From an optimization exercise on the open Yosys and OpenROAD flow, aimed at small area, a short achievable clock period and few clock cycles; shortcuts taken in it are not production practice. In this exercise RTL edits were held to simulation tests only and were not proved equivalent to the original.

## build 94
==> flow/design.v (excerpt) <==
module rtcconv (
    input  wire        clk,
    input  wire        rst,           
    input  wire        bus_wr,
    input  wire        bus_rd,
    input  wire [7:0]  bus_addr,
    input  wire [3:0]  bus_be,
    input  wire [31:0] bus_wdata,
    output reg  [31:0] bus_rdata
);
    localparam A_CMD     = 8'h00;
    localparam A_STATUS  = 8'h04;
    localparam A_ARG     = 8'h08;
    localparam A_RES     = 8'h0C;
    localparam A_TS_LO   = 8'h10;
    localparam A_TS_HI   = 8'h14;
    localparam A_DAYS    = 8'h18;
    localparam A_C_SEC   = 8'h20;
    localparam A_C_MIN   = 8'h24;
    localparam A_C_HOUR  = 8'h28;
    localparam A_C_DOW   = 8'h2C;
    localparam A_C_DAY   = 8'h30;
    localparam A_C_MON   = 8'h34;
    localparam A_C_YOFF  = 8'h38;
    localparam A_TB_SEC  = 8'h40;
    localparam A_TB_MIN  = 8'h44;
    localparam A_TB_HOUR = 8'h48;
    localparam A_TB_DOW  = 8'h4C;
    localparam A_TB_DAY  = 8'h50;
    localparam A_TB_MON  = 8'h54;
    localparam A_TB_YEAR = 8'h58;
    reg [31:0] cmd;
    reg        busy;
    reg [8:0]  flags;         
  ...
Size in the first run: roughly 4,600 cells after synthesis, about 310 flip-flops, ~80 I/O pins, roughly 33,000 sq um of cells after synthesis.
export LEC_CHECK = 0
export ABC_AREA = 1
export CAP_MARGIN = 20
export CORE_MARGIN = 2
export CORE_UTILIZATION = 60
export SLEW_MARGIN = 20
create_clock -name core_clock -period 100.0 [get_ports {clk}]
standard.sh (not shown) runs the stock make flow with config.mk's settings and CLKGATE_MAP_FILE= SYNTH_SCRIPT=/design/flow/synth_recipe.tcl, a recipe that flattens the netlist after the stock synthesis.
==> flow/flow/run.sh <==
#!/bin/bash
set -o pipefail
export BUFFER_PORTS_ARGS="-buffer_cell sky130_fd_sc_hd__buf_2"
export SETUP_SLACK_MARGIN=78.7
bash standard.sh > standard.log 2>&1
Testbench counts of build 94, summed over its fixed seeds: cycles 93,191.
Changes in build 7 relative to build 94:
==> flow/flow/run.sh <==
#!/bin/bash
set -o pipefail
export BUFFER_PORTS_ARGS="-buffer_cell sky130_fd_sc_hd__buf_2"
export SETUP_SLACK_MARGIN=78.3
export CTS_ARGS="-sink_clustering_enable -repair_clock_nets -dont_use_dummy_load -sink_clustering_size 16 -sink_clustering_max_diameter 100 -buf_list sky130_fd_sc_hd__clkbuf_16"
bash standard.sh > standard.log 2>&1
==> summary.txt <==
Delta (build 7 minus build 94): number of diodes shows a reduction of 5, sequential-to-total area share from yosys stat shows no meaningful change. Compared to build 94, build 7 has sum of routed wire segments on met1 2.3% lower. Per the comparison of build 7 with build 94, final net count lost 127, design area lost 8.6%, total cell area at the placement stage lost 190 sq um. Synthesis-to-layout area growth: build 7 < build 94. Number of vias after detailed routing for build 7 is lower than for build 94. The run with more routed wire is build 94, not build 7.
### build 7 -> build 78
- changing CORE_UTILIZATION from 60 to 55
- setting CTS_BUF_LIST to sky130_fd_sc_hd__clkbuf_8 for the first time
==> flow/flow/run.sh <==
#!/bin/bash
set -o pipefail
export BUFFER_PORTS_ARGS="-buffer_cell sky130_fd_sc_hd__buf_2"
export SETUP_SLACK_MARGIN=78.3
bash standard.sh > standard.log 2>&1
==> summary.txt <==
[compare] base=build 7 new=build 78: combined area of all synthesized cells held, required time reported for the critical path endpoint grew by 0.10 ns, total CTS buffers +31, met2 wire length picked up an extra 1500 um, die area shows an increase of 8.9%.
Delta (build 78 minus build 7): average detailed-routed wire length per instance stayed essentially flat; minimum setup slack after placement rose by 0.37 ns.
Build 78 vs build 7: aggregate routed wire length up
Diff build 7 -> build 78: minimum period implied by the final worst setup slack fell 0.063 ns, maximum fanout along the worst path climbed 6, setup slack after layout moved up.
The following lists how build 4 was set up differently from build 78:
- swapping 55 for 50 in CORE_UTILIZATION
==> flow/flow/run.sh <==
#!/bin/bash
set -o pipefail
export BUFFER_PORTS_ARGS="-buffer_cell sky130_fd_sc_hd__buf_2"
export SETUP_SLACK_MARGIN=78.2
bash standard.sh > standard.log 2>&1
### Flow results
- Taking build 78 as the reference point, the floorplan row count of build 4 rises by 5.
- Build 4 ended up with bus_addr[1] as its beginning of the critical path; build 78 ended up with bus_addr[2].
- Between build 78 and build 4, the cell count went up.
- For number of nets in the finished design, build 78 and build 4 come out practically identical.
The inputs of build 30 differ from those of build 4 as listed below.
- removing CTS_BUF_LIST (formerly sky130_fd_sc_hd__clkbuf_8)
- changing CORE_UTILIZATION from 50 to 60
==> flow/flow/run.sh <==
#!/bin/bash
set -o pipefail
export BUFFER_PORTS_ARGS="-buffer_cell sky130_fd_sc_hd__buf_2"
bash standard.sh > standard.log 2>&1
Notes after the runs:
The critical path depth reported for build 30 is greater than that of build 4 by 4. Of build 4 and build 30, build 4 shows the lower final-layout worst hold slack, with build 30 above it. First-pass GRT wire length: build 4 and build 30 compared, higher one is build 4.
> inputs changed (build 30 -> build 83)
- a change of SLEW_MARGIN from 20 to 65
### Flow results
The lower critical path depth came out of build 30. Non-filler instance count after layout: build 30 vs build 83, no meaningful difference. Build 83 against build 30; final area is up slightly. Build 83 vs build 30, standard cell with the maximum stage delay on the critical path: sky130_fd_sc_hd__buf_4 vs sky130_fd_sc_hd__nor2_1. Wire length across build 30 and build 83: no real change. Measured against each other, build 30 and build 83 differ in layout filler cell count, the higher figure coming from build 83.

-- afterwards: timing with drivers on the ports --
How much do the figures lean on ideal ports? The routed layouts below were timed once more, with nothing changed but the port constraints. Step 1 assumes that a clkbuf_16 drives the clock port and a buf_2 every other input. Step 2 also shifts input and output timing later by t, the mid clock arrival at the registers, as if the neighbouring blocks saw the same clock. Slacks: no drivers / after step 1 / after step 2; pairs: no drivers / after step 1.
run	t (ns)	setup WS [ns]	worst setup path at the end	worst register clock-pin slew, ns	worst slew at a driven data input, ns
build 94	0.635	78.473 / 78.496 / 77.860	input to register	0.07 / 0.07	0.13
build 7	0.631	78.261 / 78.244 / 77.614	input to register	0.09 / 0.09	0.07
build 78	0.748	78.324 / 78.300 / 77.552	input to register	0.08 / 0.08	0.13
build 4	0.771	78.093 / 78.137 / 77.366	input to register	0.07 / 0.07	0.05
build 30	0.649	76.829 / 76.869 / 76.220	input to register	0.07 / 0.07	0.15
build 83	0.635	77.495 / 77.539 / 76.904	input to register	0.07 / 0.07	0.13
After both steps every run listed still meets setup and hold. For build 78, which loses most, drivers alone change the setup slack by -0.024 ns; drivers and shift together by -0.772 ns.
